Context: an optimization exercise on an open-source flow, tuned for small area, a short achievable clock period and few clock cycles per item. The choices shown serve that exercise and are no tape-out recipe.
The RTL was checked by simulation tests, not by an equivalence proof against the original design.
Power and IR drop assume default switching activity.

===== run.sh =====
#!/bin/bash
# synth_recipe.tcl (not shown) runs the flow's synth.tcl, then flattens the netlist and writes it again
# the make line also repeats each setting of config.mk as NAME=value (left out here)
make -C /OpenROAD-flow-scripts/flow DESIGN_CONFIG=/design/flow/config.mk WORK_HOME=/design/flow/orfs CLKGATE_MAP_FILE= SYNTH_SCRIPT=/design/flow/synth_recipe.tcl finish

===== config.mk =====
export PLATFORM = sky130hd
export DESIGN_NAME = vm_alu
export DESIGN_NICKNAME = vm_alu
export VERILOG_FILES = /design/flow/design.v
export SDC_FILE = /design/flow/constraint.sdc
export NUM_CORES = 4
export LEC_CHECK = 0
export CAP_MARGIN = 20
export CORE_MARGIN = 2
export CORE_UTILIZATION = 40
export SLEW_MARGIN = 20

===== constraint.sdc =====
create_clock -name core_clock -period 8.0 [get_ports {clk}]
set_input_delay 1.6000 -clock core_clock [delete_from_list [all_inputs] [get_ports {clk}]]
set_output_delay 1.6000 -clock core_clock [all_outputs]
set_load 0.01 [all_outputs]

===== design.v =====
module vm_alu (
    input  wire        clk,
    input  wire        rst,
    input  wire        in_valid,
    output wire        in_ready,
    input  wire [7:0]  in_op,
    input  wire [63:0] in_a,
    input  wire [63:0] in_b,
    output reg         out_valid,
    output reg  [63:0] out_result,
    output reg         out_err
);
    localparam [7:0] OP_ADD_B = 8'h40, OP_ADD_I = 8'h41;
    localparam [7:0] OP_SUB_B = 8'h44, OP_SUB_I = 8'h45;
    localparam [7:0] OP_MUL_B = 8'h48, OP_MUL_I = 8'h49;
    localparam [7:0] OP_DIV_B = 8'h4C, OP_DIV_I = 8'h4D;
    localparam [7:0] OP_EQ_B  = 8'h60, OP_EQ_I  = 8'h61, OP_EQ_F  = 8'h62;
    localparam [7:0] OP_NE_B  = 8'h64, OP_NE_I  = 8'h65, OP_NE_F  = 8'h66;
    localparam [7:0] OP_GT_B  = 8'h68, OP_GT_I  = 8'h69, OP_GT_F  = 8'h6A;
    localparam [7:0] OP_LT_B  = 8'h6C, OP_LT_I  = 8'h6D, OP_LT_F  = 8'h6E;
    localparam [7:0] OP_AND   = 8'h70, OP_OR    = 8'h71, OP_NOT   = 8'h72, OP_XOR = 8'h73;
    localparam [1:0] S_IDLE = 2'd0, S_MUL = 2'd1, S_DIV = 2'd2;
    reg  [1:0]  state;
    reg  [6:0]  count;       
    reg         byte_op;     
    reg         negate;      
    reg  [63:0] acc;         
    reg  [63:0] x;           
    reg  [63:0] y;           
    assign in_ready = (state == S_IDLE);
    wire accept = in_valid && in_ready;
    wire [7:0]  ab = in_a[7:0];
    wire [7:0]  bb = in_b[7:0];
    wire signed [63:0] as = in_a;
    wire signed [63:0] bs = in_b;
    wire a_nan     = (in_a[62:52] == 11'h7FF) && (in_a[51:0] != 52'd0);
    wire b_nan     = (in_b[62:52] == 11'h7FF) && (in_b[51:0] != 52'd0);
    wire unordered = a_nan || b_nan;
    wire both_zero = (in_a[62:0] == 63'd0) && (in_b[62:0] == 63'd0);
    wire mag_lt    = in_a[62:0] < in_b[62:0];
    wire mag_gt    = in_b[62:0] < in_a[62:0];
    wire f_eq      = !unordered && ((in_a == in_b) || both_zero);
    wire f_lt      = !unordered && !both_zero &&
                     ((in_a[63] != in_b[63]) ? in_a[63] : (in_a[63] ? mag_gt : mag_lt));
    wire f_gt      = !unordered && !both_zero &&
                     ((in_a[63] != in_b[63]) ? in_b[63] : (in_a[63] ? mag_lt : mag_gt));
    function [63:0] truth(input t);
        truth = t ? 64'h00000000000000FF : 64'h0;
    endfunction
    reg [63:0] simple_result;
    always @(*) begin
        case (in_op)
            OP_ADD_B: simple_result = {56'd0, ab + bb};
            OP_ADD_I: simple_result = in_a + in_b;
            OP_SUB_B: simple_result = {56'd0, ab - bb};
            OP_SUB_I: simple_result = in_a - in_b;
            OP_EQ_B:  simple_result = truth(ab == bb);
            OP_EQ_I:  simple_result = truth(in_a == in_b);
            OP_EQ_F:  simple_result = truth(f_eq);
            OP_NE_B:  simple_result = truth(ab != bb);
            OP_NE_I:  simple_result = truth(in_a != in_b);
            OP_NE_F:  simple_result = truth(!f_eq);
            OP_GT_B:  simple_result = truth(ab > bb);
            OP_GT_I:  simple_result = truth(as > bs);
            OP_GT_F:  simple_result = truth(f_gt);
            OP_LT_B:  simple_result = truth(ab < bb);
            OP_LT_I:  simple_result = truth(as < bs);
            OP_LT_F:  simple_result = truth(f_lt);
            OP_AND:   simple_result = {56'd0, ab & bb};
            OP_OR:    simple_result = {56'd0, ab | bb};
            OP_NOT:   simple_result = {56'd0, ~bb};
            OP_XOR:   simple_result = {56'd0, ab ^ bb};
            default:  simple_result = 64'd0;
        endcase
    end
    wire is_mul  = (in_op == OP_MUL_B) || (in_op == OP_MUL_I);
    wire is_div  = (in_op == OP_DIV_B) || (in_op == OP_DIV_I);
    wire is_byte = !in_op[0];
    wire div0    = is_byte ? (bb == 8'd0) : (in_b == 64'd0);
    wire [63:0] a_mag = in_a[63] ? -in_a : in_a;
    wire [63:0] b_mag = in_b[63] ? -in_b : in_b;
    wire [63:0] mul_acc_next = y[0] ? acc + x : acc;
    wire [64:0] rem_shift = {acc, x[63]};
    wire [64:0] rem_diff  = rem_shift - {1'b0, y};
    wire        fits      = !rem_diff[64];
    wire [63:0] rem_next  = fits ? rem_diff[63:0] : rem_shift[63:0];
    wire [63:0] quo_next  = {x[62:0], fits};
    wire last = (count == 7'd0);
    always @(posedge clk) begin
        if (rst) begin
            state     <= S_IDLE;
            out_valid <= 1'b0;
            out_err   <= 1'b0;
            count     <= 7'd0;
        end else begin
            out_valid <= 1'b0;
            case (state)
                S_IDLE: begin
                    if (accept) begin
                        byte_op <= is_byte;
                        count   <= is_byte ? 7'd7 : 7'd63;
                        if (is_mul) begin
                            state <= S_MUL;
                            acc   <= 64'd0;
                            x     <= is_byte ? {56'd0, ab} : in_a;
                            y     <= is_byte ? {56'd0, bb} : in_b;
                        end else if (is_div && !div0) begin
                            state  <= S_DIV;
                            acc    <= 64'd0;
                            x      <= is_byte ? {ab, 56'd0} : a_mag;
                            y      <= is_byte ? {56'd0, bb} : b_mag;
                            negate <= !is_byte && (in_a[63] ^ in_b[63]);
                        end else if (is_div) begin
                            out_valid  <= 1'b1;
                            out_result <= 64'd0;
                            out_err    <= 1'b1;
                        end else begin
                            out_valid  <= 1'b1;
                            out_result <= simple_result;
                            out_err    <= 1'b0;
                        end
                    end
                end
                S_MUL: begin
                    acc   <= mul_acc_next;
                    x     <= {x[62:0], 1'b0};
                    y     <= {1'b0, y[63:1]};
                    count <= count - 7'd1;
                    if (last) begin
                        state      <= S_IDLE;
                        out_valid  <= 1'b1;
                        out_err    <= 1'b0;
                        out_result <= byte_op ? {56'd0, mul_acc_next[7:0]} : mul_acc_next;
                    end
                end
                S_DIV: begin
                    acc   <= rem_next;
                    x     <= quo_next;
                    count <= count - 7'd1;
                    if (last) begin
                        state      <= S_IDLE;
                        out_valid  <= 1'b1;
                        out_err    <= 1'b0;
                        out_result <= byte_op ? {56'd0, quo_next[7:0]} :
                                      (negate ? -quo_next : quo_next);
                    end
                end
                default: state <= S_IDLE;
            endcase
        end
    end
endmodule

==> results.txt <==
==> logic make-up (layout without fill, tap and decap cells) <==
kind of cell | Yosys count | after routing | share of synthesized area (%)
adders and majority gates | 338 | 338 | 12.44
AOI/OAI and AO/OA | 1585 | 1585 | 29.28
DFF | 269 | 269 | 23.28
muxes | 46 | 46 | 1.389
buffers and inverters | 555 | 645 | 6.196
other | 0 | 4 | 0
and+or+nand+nor | 1304 | 1304 | 18.38
xor gates and xnor gates | 351 | 351 | 9.036
==> power breakdown <==
group          switching [mW]  internal (mW)  total [mW]
Combinational            1.49          0.734        2.22
Clock                   0.792           1.16        1.95
Sequential             0.0893           1.65        1.74
Total                    2.37           3.54        5.91
==> registers in the layout, indices dropped and copies added (netlist names), 2 cells and up <==
name        flops
state           2
y              64
acc            64
x              64
count           7
out_result     64
==> layout make-up <==
type,count,share of cell area [%]
tap,1144,3.702
timing repair buffer,252,6.278
clock inverter,27,1.042
multi-input combinational,3624,62.67
sequential,269,20.61
inverter,324,3.149
antenna,4,0.02589
clock buffer,42,2.524
==> metrics by stage <==
| step | TNS, ns | cell area, µm² | instances | setup WS, ns | total power, mW |
|---|---|---|---|---|---|
| 5_1_grt | 0 | 38660 | 5685 | 1.378 | 6.097 |
| 6_report | 0 | 38670 | 5686 | 1.522 | 5.907 |
| 3_5_place_dp | 0 | 37280 | 5613 | 1.009 | 3.884 |
| 4_1_cts | 0 | 38660 | 5682 | 1.649 | 5.823 |
| 3_3_place_gp | 0 | 37280 | 5613 | 1.195 | 3.897 |
| 2_1_floorplan | -2.967 | 34250 | 4448 | -0.04635 | 3.064 |
==> routing by layer <==
metal  vias to the layer above  share of wire (%)  wire length [µm]
met5                         -              0.026                42
met4                         6                3.5              5512
met3                       238                 12             19030
met2                      2216                 40             64190
met1                     17490                 44             70610
li1                      16530                  -                 -
==> worst min-delay path, stage by stage (launching register included) <==
cell and delay, ns:
dfxtp_1 0.32, nand2_1 0.06, a21oi_1 0.05
==> worst max path at each step <==
stage                   from                        to  slack, ns
floorplan           in_b[26]   out_result[0]$_DFFE_PP_      -0.05
global placement     in_a[1]  out_result[57]$_DFFE_PP_       1.20
detailed placement   in_a[1]  out_result[57]$_DFFE_PP_       1.01
CTS                  in_a[1]  out_result[57]$_DFFE_PP_       1.65
global route         in_a[3]   out_result[4]$_DFFE_PP_       1.38
finish               in_a[1]  out_result[57]$_DFFE_PP_       1.52
==> synthesized netlist by cell type, drive strengths merged (22+ instances only) <==
cell	n
a211oi	42
a21o	85
a21oi	474
a22oi	31
a31oi	58
and3	29
buf	44
clkbuf	187
edfxtp	258
ha	334
inv	321
mux2i	34
nand2	417
nand2b	36
nand3	100
nand4	78
nor2	339
nor2b	43
nor3	89
nor4	46
o211ai	38
o21a	26
o21ai	372
o21bai	62
o22ai	115
o31ai	73
o41ai	27
or3	39
or4	22
xnor2	286
xor2	65
==> results.txt <==
Post-CTS Resized 0; critical path endpoint category register; Power Density ~150 nW/µm²; Root Driver clkbuf_16; max-cap viol count 0; hold depth 2; async set-reset flop share out of synthesis 0%; RSZ-0062 raised after global routing false; crit path max-delay cell type clkdlybuf4s50_1; instance count of the mapped netlist roughly 4400; final hold violation count 0; Hold Path Class reg2reg; Clk Latency, worst-skew pair around 0.60 ns; reg2reg path depth 23; CP Depth 15; RR Startpoint x[63]$_DFFE_PP_; crit-path max cell delay around 0.86 ns; Slew Limit Headroom 17.83%; CTS Hold Buffers Added 0; area leader, netlist edfxtp_1; IO Pins approximately 200; Area Overhead vs Synth 12.96%; vias per std cell approximately 6.4; top-area cell type share of the netlist area a little under a quarter; Routed WL about 160 mm; Worst setup SP type input pin; layout cell share with drive strength beyond 1 under 10%; commonest non-fill, non-tap cell in the layout a21oi_1; drt wl/cell between 20 and 30 µm; chip width 296.5 µm; M2 GR Usage 49.74%; post-synthesis cell type count 116; delay-heaviest family, CP compound AO/OA/AOI/OAI gates; sequential area share after synthesis around a quarter; Post-DRT Antenna Nets 0; most frequent cells in the layout 472 x a21oi_1, 415 x nand2_1, 333 x o21ai_0, 333 x nor2_1, 332 x ha_1; maximum vdd ir drop about 160 µV; Synthesized Nets around 5000; met1 usage between 50% and 60%; status complete, no violations; initial antenna violation count 10; largest net degree at the start of global routing between 100 and 150; num rows between 100 and 150; multi-input logic area 24230 µm²; first-pass GRT wire length between 200 and 250 mm; CP Buf/Inv Count 2; Critical Path Fanout Max 7; hold_sp out_err$_SDFFE_PP0P_; Initial Utilization around two fifths; Seq cells post-synth 269; CP dominant cell by count a31oi_1; via count between 30000 and 40000; Placer Congestion between 1 and 1.5; Layout Skew 0.04181 ns; Layout fillers about 8600; Avg Cell Area, Syn just under 8 µm²; worst hold margin between 0.4 and 0.5 ns; synth warn 1; Initial DRT Pass Iterations 7; Primary FF master, synth edfxtp_1; clock-pin slew on the worst setup and hold paths ~0.060 ns; total grt overflow 0; P_leak 14.52 nW; CTS tree yes; fmax between 0.15 and 0.2 GHz; CTS H-tree lvls 2; Critical Path RT between 8 and 9 ns; Worst Hold End out_err$_SDFFE_PP0P_; DRC violations left 0; crit path cell chain clkdlybuf4s50_1 > inv_1 > ha_1 > a21oi_1 > or3_1 > a31oi_1 > a31oi_1 > or3_1 > nand3_2 > a31oi_1 > o221ai_1 > a41oi_1 > xnor2_1 > a221o_1 > a221o_1; GRT busiest layer met1; synthesized area about 34000 µm²; Die Area slightly below 90000 µm²; period utilization roughly 81%; post-layout min period around 6.5 ns; RR Endpoint out_result[40]$_DFFE_PP_; vias in the first global route between 30000 and 40000; Sequential Area between 7000 and 8000 µm²; Crit Path Class in2reg; Final setup viols 0; reg2reg setup slack 1.87 ns; CTS Buffer Depth 3; Initial DRC Count between 5000 and 6000; core area approximately 85000 µm²; arrival time of the worst setup path 6.82 ns; Final Util about 45%; GR Util All Layers 35.17%; M3 GR Usage 7.524%; dpl hpwl around 130 mm; post-CTS setup buffers 0; # clock sinks approximately 270; input/output buffers approximately 210; Final Max Slew Viols 0; die height 296.5 µm; Post-layout nets 4986; Tightest Pin Transition ~1.2 ns; CTS Buf Count 38; top post-synthesis cells by area edfxtp_1 23%, ha_1 12%, xnor2_1 7.3%, a21oi_1 6.9%, o21ai_0 4.9%; EDFF count, synth roughly 260
Testbench counts, summed over its fixed seeds: cycles 253,240, ops 12,000.

-- re-timing with driven ports --
In the flow no input, the clock included, has a driving cell. The finished layout below was timed again as built, in two steps. Step 1, drivers: a clkbuf_16 drives clk and a buf_2 each remaining input, both assumed. Step 2, shift: input delay + t, output delay - t, t = (earliest + latest rising clock arrival at the registers) / 2. This alone moves slack from input paths to output paths. Slacks: ideal ports / drivers / drivers and shift; pairs: ideal ports / drivers.
shift t [ns]: 0.647
setup WS [ns]: 1.522 / 1.568 / 0.921
worst register clock-pin slew, ns: 0.07 / 0.07
After both steps this run still meets setup and hold. For this run, drivers alone change the setup slack by +0.046 ns; drivers and shift together by -0.601 ns.
